Background: an optimization exercise with open tools, aiming at small area, a short achievable clock period and few clock cycles. Do not read the settings as production practice.
The RTL was checked by simulation tests, not by an equivalence proof against the original design.
Power is estimated from default activity; no workload was simulated.

build 9:
## fortelion_engine
module fortelion_engine (
    input  wire         clk,
    input  wire         rst,
    input  wire         req_valid,
    input  wire [31:0]  req_word,
    input  wire         req_transport,
    output wire         req_ready,
    input  wire         s_valid,
    input  wire [1:0]   s_kind,
    input  wire [7:0]   s_data,
    output wire         s_ready,
    output reg          done,
    output reg  [7:0]   rstatus,
    output wire [7:0]   rrule,
    output wire [7:0]   rexp,
    output wire [7:0]   rrcv,
    output wire [7:0]   ract,
    output wire [15:0]  rvalid,
    output reg  [7:0]   rqty,
    output wire [15:0]  rneed,
    output wire [15:0]  ravail,
    output reg  [31:0]  rval,
    output wire [127:0] rvec,
    output wire [15:0]  rlen,
    output wire [255:0] rbytes,
    output wire [47:0]  rfault,
    output wire [39:0]  txb,
    output reg          txv
);
==> flow/config.mk <==
export PLATFORM = sky130hd
export DESIGN_NAME = fortelion_engine
export DESIGN_NICKNAME = fortelion_engine
export VERILOG_FILES = /design/flow/design.v
export SDC_FILE = /design/flow/constraint.sdc
export NUM_CORES = 4
export LEC_CHECK = 0
export CAP_MARGIN = 20
export CORE_MARGIN = 2
export CORE_UTILIZATION = 50
export CTS_BUF_LIST = sky130_fd_sc_hd__clkbuf_4 sky130_fd_sc_hd__clkbuf_8
export PLACE_DENSITY = 0.85
export SLEW_MARGIN = 20
==> flow/constraint.sdc <==
create_clock -name core_clock -period 10.0 [get_ports {clk}]
set_input_delay 2.0000 -clock core_clock [delete_from_list [all_inputs] [get_ports {clk}]]
set_output_delay 2.0000 -clock core_clock [all_outputs]
set_load 0.01 [all_outputs]
standard.sh (not shown) runs the stock make flow with config.mk's settings and CLKGATE_MAP_FILE= SYNTH_SCRIPT=/design/flow/synth_recipe.tcl, a recipe that flattens the netlist after the stock synthesis.
==> flow/flow/run.sh <==
#!/bin/bash
# Own layout flow: the standard synthesis, then the standard layout
# with two changes to how it is made:
#   * the port buffers are sky130_fd_sc_hd__buf_1 cells (the standard flow
#     picks a delay cell); there is still one buffer on every input and
#     output port, and the repair steps resize them like any other cell;
#   * the timing repair steps aim for a larger setup slack.
# The clock period, the constraints and every other step are the standard
# ones. Each tool's output goes to a log file of its own in this folder.
set -euo pipefail
bash standard.sh synth > synth.log 2>&1
bash standard.sh \
    "BUFFER_PORTS_ARGS=-buffer_cell sky130_fd_sc_hd__buf_1" \
    "SETUP_SLACK_MARGIN=6" \
    finish > layout.log 2>&1
Build 9 | stages: all done | timing, DRC, antenna: all pass
Testbench counts of build 9, summed over its fixed seeds: cycles 18,520.
Input-level comparison between build 76 and build 9:
- a deleted CTS_BUF_LIST that had been sky130_fd_sc_hd__clkbuf_4 sky130_fd_sc_hd__clkbuf_8
--- a/flow/flow/run.sh
+++ b/flow/flow/run.sh
@@ -13,3 +13,3 @@
     "BUFFER_PORTS_ARGS=-buffer_cell sky130_fd_sc_hd__buf_1" \
-    "SETUP_SLACK_MARGIN=6" \
+    "SETUP_SLACK_MARGIN=5.5" \
     finish > layout.log 2>&1
==> run notes <==
Build 76 ends up with lower count of plain and timing-repair buffers than build 9 does. Against build 9 as the reference, build 76 delivers a higher portion of the clock cycle consumed by the worst path in the final layout. Re sequential share of layout area: build 76 is 2.4 points up on build 9. On sequential share of power, build 76 and build 9 are neck and neck. Clock group share of total power | build 76 above build 9. Build 76 vs build 9 on post-CTS setup buffer count: build 76 is the lower one. Looking at build 76 and build 9, the hold slack is a wash. In the flow results for build 76 and build 9, the worst setup skew after layout is larger on build 9.
What build 5 does differently from build 76 at the input level:
- CORE_UTILIZATION changed from 50 to 55
- CTS_BUF_LIST newly set to sky130_fd_sc_hd__clkbuf_4 sky130_fd_sc_hd__clkbuf_8
==> run notes <==
Between build 76 and build 5, the area taken by flip-flops and latches figures differ only marginally. Build 5 against build 76: final setup skew moved up; worst path required time moved up. NOTE: cell area after layout in build 5 falls short of that of build 76. Compared with build 76, build 5 shows a lower fraction of area in clock buffers and inverters. Comparing build 76 and build 5, clock insertion delay at the later pin of the skew report is higher on build 5. Layout overhead on the synthesized area for build 5 is lower than for build 76. Relative to build 76, the clock buffer count of build 5 is higher by about 70%. On worst relative slew slack, build 5 does worse than build 76. The higher core utilization of build 76 and build 5 is in build 5.

[separate check: timing with driven ports]
The results above use ideal ports. As a check the final layouts listed here were re-extracted and re-timed, cells and wires unchanged. Step 1 (the two cells are an assumption about what drives the block):
set clk [get_ports {clk}]
set_driving_cell -lib_cell sky130_fd_sc_hd__clkbuf_16 $clk
set_driving_cell -lib_cell sky130_fd_sc_hd__buf_2 [delete_from_list [all_inputs] $clk]
Step 2, shift: input delay + t, output delay - t, t = (earliest + latest rising clock arrival at the registers) / 2. This alone moves slack from input paths to output paths. Three values: ideal, step 1, step 2; two values: the first two.
run | t, ns | setup slack, ns | worst setup path at the end
build 9 | 0.799 | 5.754 / 5.688 / 5.163 | input to register
build 76 | 0.699 | 5.488 / 5.463 / 4.822 | input to register
build 5 | 0.784 | 5.378 / 5.414 / 4.630 | input to register
After both steps setup and hold are still met in every run listed. For build 5, which loses most, drivers alone change the setup slack by +0.036 ns; drivers and shift together by -0.748 ns.
